This design comes from an exercise in tuning for small area, a short achievable clock period and few clock cycles on the open sky130 flow, not from production work.
Only the layout flow was run in this run; the RTL was not checked for function there.
Power is estimated from default activity; no workload was simulated.

File: run.sh
#!/bin/bash
# synth_recipe.tcl (not shown) runs the flow's synth.tcl, then flattens the netlist and writes it again
# the make line also repeats each setting of config.mk as NAME=value (left out here)
make -C /OpenROAD-flow-scripts/flow DESIGN_CONFIG=/design/flow/config.mk WORK_HOME=/design/flow/orfs CLKGATE_MAP_FILE= SYNTH_SCRIPT=/design/flow/synth_recipe.tcl finish
File: config.mk
export PLATFORM = sky130hd
export DESIGN_NAME = dust_frame_engine
export DESIGN_NICKNAME = dust_frame_engine
export VERILOG_FILES = /design/flow/design.v
export SDC_FILE = /design/flow/constraint.sdc
export NUM_CORES = 4
export LEC_CHECK = 0
export CAP_MARGIN = 20
export CELL_PAD_IN_SITES_DETAIL_PLACEMENT = 1
export CELL_PAD_IN_SITES_GLOBAL_PLACEMENT = 2
export CORE_MARGIN = 2
export CORE_UTILIZATION = 30
export PLACE_DENSITY = 0.45
export SLEW_MARGIN = 20
export SYNTH_MEMORY_MAX_BITS = 8192
File: design.v
module dust_crc_table (
    input  wire        clk,
    input  wire        rst,
    input  wire        bld_valid,
    input  wire [15:0] bld_poly,
    output wire        bld_ready,
    output wire        tbl_valid,
    output reg  [15:0] poly
);
    reg built;
    always @(posedge clk) begin
        if (rst)
            built <= 1'b0;
        else if (bld_valid)
            built <= 1'b1;
    end
    always @(posedge clk) begin
        if (!built)
            poly <= bld_poly;
    end
    assign bld_ready = !built;
    assign tbl_valid = built;
endmodule
module dust_crc_step (
    input  wire [15:0] poly,
    input  wire [15:0] crc,
    input  wire [7:0]  b,
    output reg  [15:0] crc_next
);
    integer k;
    always @* begin
        crc_next = crc ^ {b, 8'h00};
        for (k = 0; k < 8; k = k + 1) begin
            if (crc_next[15])
                crc_next = {crc_next[14:0], 1'b0} ^ poly;
            else
                crc_next = {crc_next[14:0], 1'b0};
        end
    end
endmodule
module dust_tx (
    input  wire        clk,
    input  wire        rst,
    input  wire        enable,
    input  wire [15:0] poly,
    input  wire        hdr_valid,
    input  wire [1:0]  opcode,
    input  wire [1:0]  len_code,
    input  wire        ack,
    input  wire [10:0] pkt_num,
    output reg         hdr_ready,
    input  wire        in_valid,
    input  wire [7:0]  in_data,
    output reg         in_ready,
    output reg         out_valid,
    output reg  [7:0]  out_data,
    output reg         out_last,
    input  wire        out_ready
);
    localparam O_IDLE = 2'd0;
    localparam O_HDR  = 2'd1;
    localparam O_PAY  = 2'd2;
    localparam O_CRC  = 2'd3;
    reg        in_pay;       
    reg [7:0]  icnt;         
    reg        hpend;        
    reg [15:0] hi16;         
    reg [1:0]  hlen;
    reg        sv;           
    reg [7:0]  sd;
    reg [1:0]  ost;
    reg [1:0]  hcnt;
    reg [7:0]  ocnt;
    reg [15:0] crc;
    wire [15:0] crc_next;
    dust_crc_step u_step (.poly(poly), .crc(crc), .b(out_data), .crc_next(crc_next));
    wire hacc  = hdr_valid && hdr_ready;
    wire pacc  = in_valid && in_ready;
    wire ofree = !out_valid || out_ready;
    wire xfer  = out_valid && out_ready;
    wire [7:0] npay = (8'd32 << hlen) - 8'd1;
    reg        load;
    reg [7:0]  load_data;
    reg        from_sd;
    reg        pay_direct;
    always @* begin
        load       = 1'b0;
        load_data  = hi16[15:8];
        from_sd    = 1'b0;
        pay_direct = 1'b0;
        case (ost)
            O_IDLE: load = hpend && enable;
            O_HDR:  load = 1'b1;
            O_PAY: begin
                if (sv) begin
                    load = 1'b1; load_data = sd; from_sd = 1'b1;
                end else if (pacc) begin
                    load = 1'b1; load_data = in_data; pay_direct = 1'b1;
                end
            end
            O_CRC: begin
                load = 1'b1; load_data = crc_next[15:8];
            end
        endcase
    end
    wire do_load = ofree && load;
    reg sv_n;
    always @* begin
        sv_n = sv;
        if (do_load && from_sd) sv_n = 1'b0;
        if (pacc && !(do_load && pay_direct)) sv_n = 1'b1;
    end
    reg in_pay_n, hpend_n;
    always @* begin
        in_pay_n = in_pay;
        if (hacc) in_pay_n = 1'b1;
        else if (pacc && icnt == 8'd0) in_pay_n = 1'b0;
        hpend_n = hpend;
        if (hacc) hpend_n = 1'b1;
        else if (do_load && ost == O_IDLE) hpend_n = 1'b0;
    end
    always @(posedge clk) begin
        if (rst) begin
            in_pay    <= 1'b0;
            hpend     <= 1'b0;
            sv        <= 1'b0;
            hdr_ready <= 1'b0;
            in_ready  <= 1'b0;
            ost       <= O_IDLE;
            out_valid <= 1'b0;
            crc       <= 16'h0000;
        end else begin
            in_pay    <= in_pay_n;
            hpend     <= hpend_n;
            sv        <= sv_n;
            hdr_ready <= !in_pay_n && !hpend_n;
            in_ready  <= in_pay_n && !sv_n;
            if (xfer)
                crc <= crc_next;
            if (ofree)
                out_valid <= do_load;
            if (do_load) begin
                case (ost)
                    O_IDLE: begin ost <= O_HDR; end
                    O_HDR:  if (hcnt == 2'd3) ost <= O_PAY;
                    O_PAY:  if (ocnt == 8'd0) ost <= O_CRC;
                    O_CRC:  if (hcnt == 2'd1) ost <= O_IDLE;
                endcase
            end
        end
    end
    always @(posedge clk) begin
        if (hacc) begin
            hi16 <= {opcode, len_code, ack, pkt_num};
            hlen <= len_code;
        end else if (do_load && (ost == O_IDLE || ost == O_HDR))
            hi16 <= {hi16[7:0], ~hi16[15:8]};
        if (hacc)
            icnt <= (8'd32 << len_code) - 8'd1;
        else if (pacc)
            icnt <= icnt - 8'd1;
        if (pacc && !(do_load && pay_direct))
            sd <= in_data;
        if (do_load) begin
            out_data <= load_data;
            out_last <= (ost == O_CRC) && (hcnt == 2'd1);
            case (ost)
                O_IDLE: hcnt <= 2'd1;
                O_HDR:  begin hcnt <= 2'd0; if (hcnt == 2'd3) ocnt <= npay; else hcnt <= hcnt + 2'd1; end
                O_PAY:  ocnt <= ocnt - 8'd1;
                O_CRC:  hcnt <= hcnt + 2'd1;
            endcase
        end
    end
endmodule
module dust_rx (
    input  wire        clk,
    input  wire        rst,
    input  wire        enable,
    input  wire [15:0] poly,
    input  wire        in_valid,
    input  wire [7:0]  in_data,
    output wire        in_ready,
    output reg         res_valid,
    output reg         res_hdr_ok,
    output reg         res_crc_ok,
    output wire [31:0] res_hdr,
    output wire [15:0] res_residue
);
    reg        rv;           
    reg [7:0]  rd;
    reg        body;         
    reg        first;        
    reg [1:0]  hcnt;
    reg [8:0]  cnt;          
    reg [31:0] hdr_word;
    reg [15:0] crc;
    assign in_ready    = enable;
    assign res_hdr     = hdr_word;
    assign res_residue = crc;
    wire [15:0] crc_base = first ? 16'h0000 : crc;
    wire [15:0] crc_next;
    dust_crc_step u_step (.poly(poly), .crc(crc_base), .b(rd), .crc_next(crc_next));
    wire [31:0] hdr_full = {hdr_word[23:0], rd};
    wire        hdr_good = (hdr_full[31:16] ^ hdr_full[15:0]) == 16'hFFFF;
    wire [1:0]  hdr_len  = hdr_full[29:28];
    always @(posedge clk) begin
        if (rst) begin
            rv        <= 1'b0;
            body      <= 1'b0;
            first     <= 1'b1;
            hcnt      <= 2'd0;
            res_valid <= 1'b0;
        end else begin
            rv        <= in_valid && in_ready;
            res_valid <= 1'b0;
            if (rv) begin
                first <= 1'b0;
                if (!body) begin
                    hcnt <= hcnt + 2'd1;
                    if (hcnt == 2'd3) begin
                        if (hdr_good)
                            body <= 1'b1;
                        else begin
                            res_valid <= 1'b1;
                            first     <= 1'b1;
                        end
                    end
                end else if (cnt == 9'd0) begin
                    res_valid <= 1'b1;
                    first     <= 1'b1;
                    body      <= 1'b0;
                end
            end
        end
    end
    always @(posedge clk) begin
        rd <= in_data;
        if (rv) begin
            crc <= crc_next;
            if (!body) begin
                hdr_word <= hdr_full;
                if (hcnt == 2'd3) begin
                    cnt        <= (9'd32 << hdr_len) + 9'd1;
                    res_hdr_ok <= 1'b0;
                    res_crc_ok <= 1'b0;
                end
            end else begin
                cnt        <= cnt - 9'd1;
                res_hdr_ok <= 1'b1;
                res_crc_ok <= (crc_next == 16'h0000);
            end
        end
    end
endmodule
module dust_frame_engine (
    input  wire        clk,
    input  wire        rst,
    input  wire        bld_valid,
    input  wire [15:0] bld_poly,
    output wire        bld_ready,
    output wire        tbl_valid,
    input  wire        tx_hdr_valid,
    input  wire [1:0]  tx_opcode,
    input  wire [1:0]  tx_len_code,
    input  wire        tx_ack,
    input  wire [10:0] tx_pkt_num,
    output wire        tx_hdr_ready,
    input  wire        tx_in_valid,
    input  wire [7:0]  tx_in_data,
    output wire        tx_in_ready,
    output wire        tx_out_valid,
    output wire [7:0]  tx_out_data,
    output wire        tx_out_last,
    input  wire        tx_out_ready,
    input  wire        rx_in_valid,
    input  wire [7:0]  rx_in_data,
    output wire        rx_in_ready,
    output wire        rx_res_valid,
    output wire        rx_res_hdr_ok,
    output wire        rx_res_crc_ok,
    output wire [31:0] rx_res_hdr,
    output wire [15:0] rx_res_residue
);
    wire [15:0] poly;
    dust_crc_table u_table (
        .clk(clk), .rst(rst),
        .bld_valid(bld_valid), .bld_poly(bld_poly),
        .bld_ready(bld_ready), .tbl_valid(tbl_valid),
        .poly(poly)
    );
    dust_tx u_tx (
        .clk(clk), .rst(rst), .enable(tbl_valid), .poly(poly),
        .hdr_valid(tx_hdr_valid), .opcode(tx_opcode), .len_code(tx_len_code),
        .ack(tx_ack), .pkt_num(tx_pkt_num), .hdr_ready(tx_hdr_ready),
        .in_valid(tx_in_valid), .in_data(tx_in_data), .in_ready(tx_in_ready),
        .out_valid(tx_out_valid), .out_data(tx_out_data), .out_last(tx_out_last),
        .out_ready(tx_out_ready)
    );
    dust_rx u_rx (
        .clk(clk), .rst(rst), .enable(tbl_valid), .poly(poly),
        .in_valid(rx_in_valid), .in_data(rx_in_data), .in_ready(rx_in_ready),
        .res_valid(rx_res_valid), .res_hdr_ok(rx_res_hdr_ok), .res_crc_ok(rx_res_crc_ok),
        .res_hdr(rx_res_hdr), .res_residue(rx_res_residue)
    );
endmodule
File: constraint.sdc
create_clock -name core_clock -period 10.0 [get_ports {clk}]
set_input_delay 2.0000 -clock core_clock [delete_from_list [all_inputs] [get_ports {clk}]]
set_output_delay 2.0000 -clock core_clock [all_outputs]
set_load 0.01 [all_outputs]
==> impl_results.md <==
* Status: no timing/DRC/antenna violations
* Worst Hold Endpoint: u_tx.crc[6]$_SDFFE_PP0P_
* PwrDens at 217.2 nW/um2
* DRT iter0 DRCs at 385
* Critical Path AT at 6490 ps
* Area Overhead vs Synth at 18.52%
* Met3 wire length at 889 um
* Largest net degree at the start of global routing at 36
* Row count at 71
* Peak supply drop at 0.1162 mV
* GRT overflow at 0
* Root Driver: clkbuf_16
* Measured slew at the worst slew-check pin at 1007 ps
* Top-Level Pins at 121
* Core Footprint at 37,580 um2
* Die width at 199.3 um
* Place WS at 3544 ps
* Hold_ws at 468.1 ps
* Max cap viols at 0
* Placer congestion estimate at 0.7587
* Post-CTS Resized at 0
* Count of final hold-check violations at 0
* Initial antenna violation count at 0
* Commonest non-fill, non-tap cells in the layout: 263 x nand2_1, 188 x xnor2_1, 128 x edfxtp_1
* Netlist Area Pre-Place at 11,440 um2
* Wire length on met2 at 16,470 um
* Required time of the critical path at 10,280 ps
* Max-slew violations at 0
* Seq cells post-synth at 167
* EDFF count, synth at 128
* Drt pass-1 iters at 5
* Vias in the first global route at 8,902
* Clock skew at 14.44 ps
* RSZ-0062 raised after global routing: no
* HP Start: u_tx.crc[6]$_SDFFE_PP0P_
* CP max FO at 31
* # hold bufs at CTS at 0
* Post-DRT Antenna Nets at 0
* Hold depth at 2
* Max clock buf depth at 2
* Final WL at 36,570 um
* Vias per cell at 4.980
* Met1 Wirelength at 18,840 um
* Max layer used: met4
* Crit Path Category: flip-flop to flip-flop
* CP Capture Type: flip-flop
* Final setup fails at 0
* CTS Buf Count at 17
* DRC at 0
* Placed Instances at 1,796
* Final setup margin at 3797 ps
* CTS tree: yes
* Seq/Total Area, Yosys at 40.42%
* Async SR Flop Fraction at 0%
* Reg2Reg Setup Slack at 3800 ps
* Gr usage total at 18.85%
* Period Utilization, post-route at 62.03%
* Hold crit path type: flip-flop to flip-flop
* Leakage at 4.789 nW
* Clk latency of the worst-skew pair at 450 ps
* Slew HR at 32.53%
* Post-Syn Nets at 1,311
* First-pass GRT wire length at 56,220 um
* Dominant synthesized flop cell: edfxtp_1
* Worst-path clk slew at 70 ps
* Synth warn at 4
* Fill count at 4,299
* Die area at 39,710 um2
* Via Count at 9,103
* H-tree lvl count at 4
* Final std cells w/o fill at 1,828
* Post-DP HPWL at 26,140 um
* Most common cell after layout, fill and taps aside: nand2_1
* PortBufs at 120
* Reg2Reg Depth at 14
* Total Neg Setup Slack at 0 ps
* Initial Util at 30.44%
* Nets@finish at 1,371
* Reg-to-reg endpoint: u_rx.res_crc_ok$_SDFFCE_PN0P_
* Number of inserted diodes at 0
* Die height at 199.3 um
* Wire per inst at 20.00 um
* Mapped Cells at 1,245
* RR Startpoint: u_rx.rd[7]$_DFF_P_
* Total setup buffers inserted after CTS at 0
* Maximum clock rate at 161.2 MHz
* Startpoint Class: flip-flop
* Unique cell type count in the Yosys netlist at 80
* Syn_area_per_cell at 9.189 um2
* CTS Sinks at 167
* Layout Utilization at 36.08%
* Fin crit period at 6203 ps
* Share of cells above drive strength 1 at 6.150%
==> synth_stat cells (6+ instances only) <==
cell type / count / area [um2]
a21oi_1: 46 / 230.2
mux2_2: 8 / 90.09
xor2_1: 41 / 359.1
and2_1: 6 / 37.54
or3_1: 8 / 50.05
nand3_1: 29 / 145.1
and3_1: 7 / 43.79
inv_1: 24 / 90.09
nor2_1: 71 / 266.5
buf_4: 26 / 195.2
edfxtp_1: 128 / 3844
xnor3_1: 16 / 360.4
or4_1: 7 / 52.55
a22oi_1: 10 / 75.07
nor3_1: 13 / 65.06
o2111ai_1: 17 / 148.9
clkbuf_1: 69 / 259.0
nand2b_1: 10 / 62.56
dfxtp_1: 39 / 780.8
nand2_1: 263 / 987.2
ha_1: 11 / 137.6
o211ai_1: 12 / 90.09
xnor2_1: 189 / 1655
o21ai_0: 62 / 310.3
nor4_1: 7 / 43.79
a211oi_1: 11 / 82.58
==> where the power goes <==
group	switching (mW)	internal [mW]
clock network	0.295	0.348
registers	0.0473	0.821
logic	0.781	0.653
total	1.12	1.82
==> routing by layer <==
layer / up-vias / track usage (%)
li1: 4419 / -
met1: 4544 / 27.80
met2: 124 / 29.17
met3: 16 / 2.582
met4: 0 / 4.091
met5: - / 0
==> worst max-delay path by stage <==
stage                      startpoint                             to  slack, ps  cells after the start
3_3_place_gp       u_rx.rd[7]$_DFF_P_  u_rx.res_crc_ok$_SDFFCE_PN0P_       3670                     14
2_1_floorplan  u_rx.crc[15]$_DFFE_PP_  u_rx.res_crc_ok$_SDFFCE_PN0P_       5110                     17
4_1_cts            u_rx.rd[7]$_DFF_P_  u_rx.res_crc_ok$_SDFFCE_PN0P_       3490                     14
3_5_place_dp       u_rx.rd[7]$_DFF_P_  u_rx.res_crc_ok$_SDFFCE_PN0P_       3540                     14
5_1_grt            u_rx.rd[7]$_DFF_P_  u_rx.res_crc_ok$_SDFFCE_PN0P_       3320                     14
6_report           u_rx.rd[7]$_DFF_P_  u_rx.res_crc_ok$_SDFFCE_PN0P_       3800                     14
==> layout make-up <==
type                            instances  area (um2)  area share, %
Multi-Input combinational cell        947        6241          46.03
Clock buffer                           23       489.2          3.608
Inverter                               25       93.84         0.6921
Tap cell                              511       639.4          4.716
Timing Repair Buffer                  147        1404          10.35
Sequential cell                       167        4624          34.11
Clock inverter                          8       66.31         0.4891
==> cell families after synthesis <==
logic type,count (synthesis),synth area share [%]
mux,13,1.225
compound gates,224,13.18
buf+inv,131,5.327
flops,167,40.42
fa+ha+maj,12,1.291
xor+xnor,248,21.17
simple gates,450,17.38
==> per-stage QoR <==
| step | area [um2] | total power [mW] |
|---|---|---|
| 2_1_floorplan | 11440 | 1.932 |
| 6_report | 13560 | 2.945 |
| 3_3_place_gp | 12970 | 2.325 |
| 4_1_cts | 13530 | 2.990 |
| 3_5_place_dp | 12970 | 2.319 |
| 5_1_grt | 13560 | 3.133 |
==> critical path, cell delays in order, from the launching register on <==
cell and delay [ps]:
dfxtp_1 980, o21ai_0 160, and2_4 190, o31ai_1 480, nand2_1 250, o211a_1 290
or4_1 580, a32o_1 350, nor4_1 500, o211ai_1 280, a21oi_2 580, o2111ai_1 210
xor3_1 440, or4b_1 480, nor4_2 250
==> flip-flops by register name, summed over array words and instances (netlist names), 2 cells and up <==
register       flops
u_rx.hdr_word     32
u_rx.crc          16
u_table.poly      16
u_tx.crc          16
u_tx.hi16         16
u_rx.cnt           9
u_rx.rd            8
u_tx.icnt          8
u_tx.ocnt          8
u_tx.out_data      8
u_tx.sd            8
u_rx.hcnt          2
u_tx.hcnt          2
u_tx.hlen          2
u_tx.ost           2

[re-timing with driven ports]
The flow's constraints put no driver on any port. The routed layout listed below was extracted and timed again, unchanged, in two steps. Step 1 sets driving cells, clkbuf_16 on the clock port and buf_2 on the other inputs (assumed; they add their load-dependent delay and slew). Step 2 moves the port delays by t, midway between the first and last clock arrival at a register: inputs arrive t later, outputs are due t later. That takes back most of the time a late clock gives input paths. a / b / c = ideal ports / drivers / drivers and shift; a / b = the first two.
t (ns): 0.495
setup slack, ns: 3.797 / 3.797 / 3.797
latest minus earliest clock arrival (ns): 0.015 / 0.014
After both steps setup and hold are still met in this run. For this run, drivers alone change the setup slack by 0.000 ns; drivers and shift together by 0.000 ns.
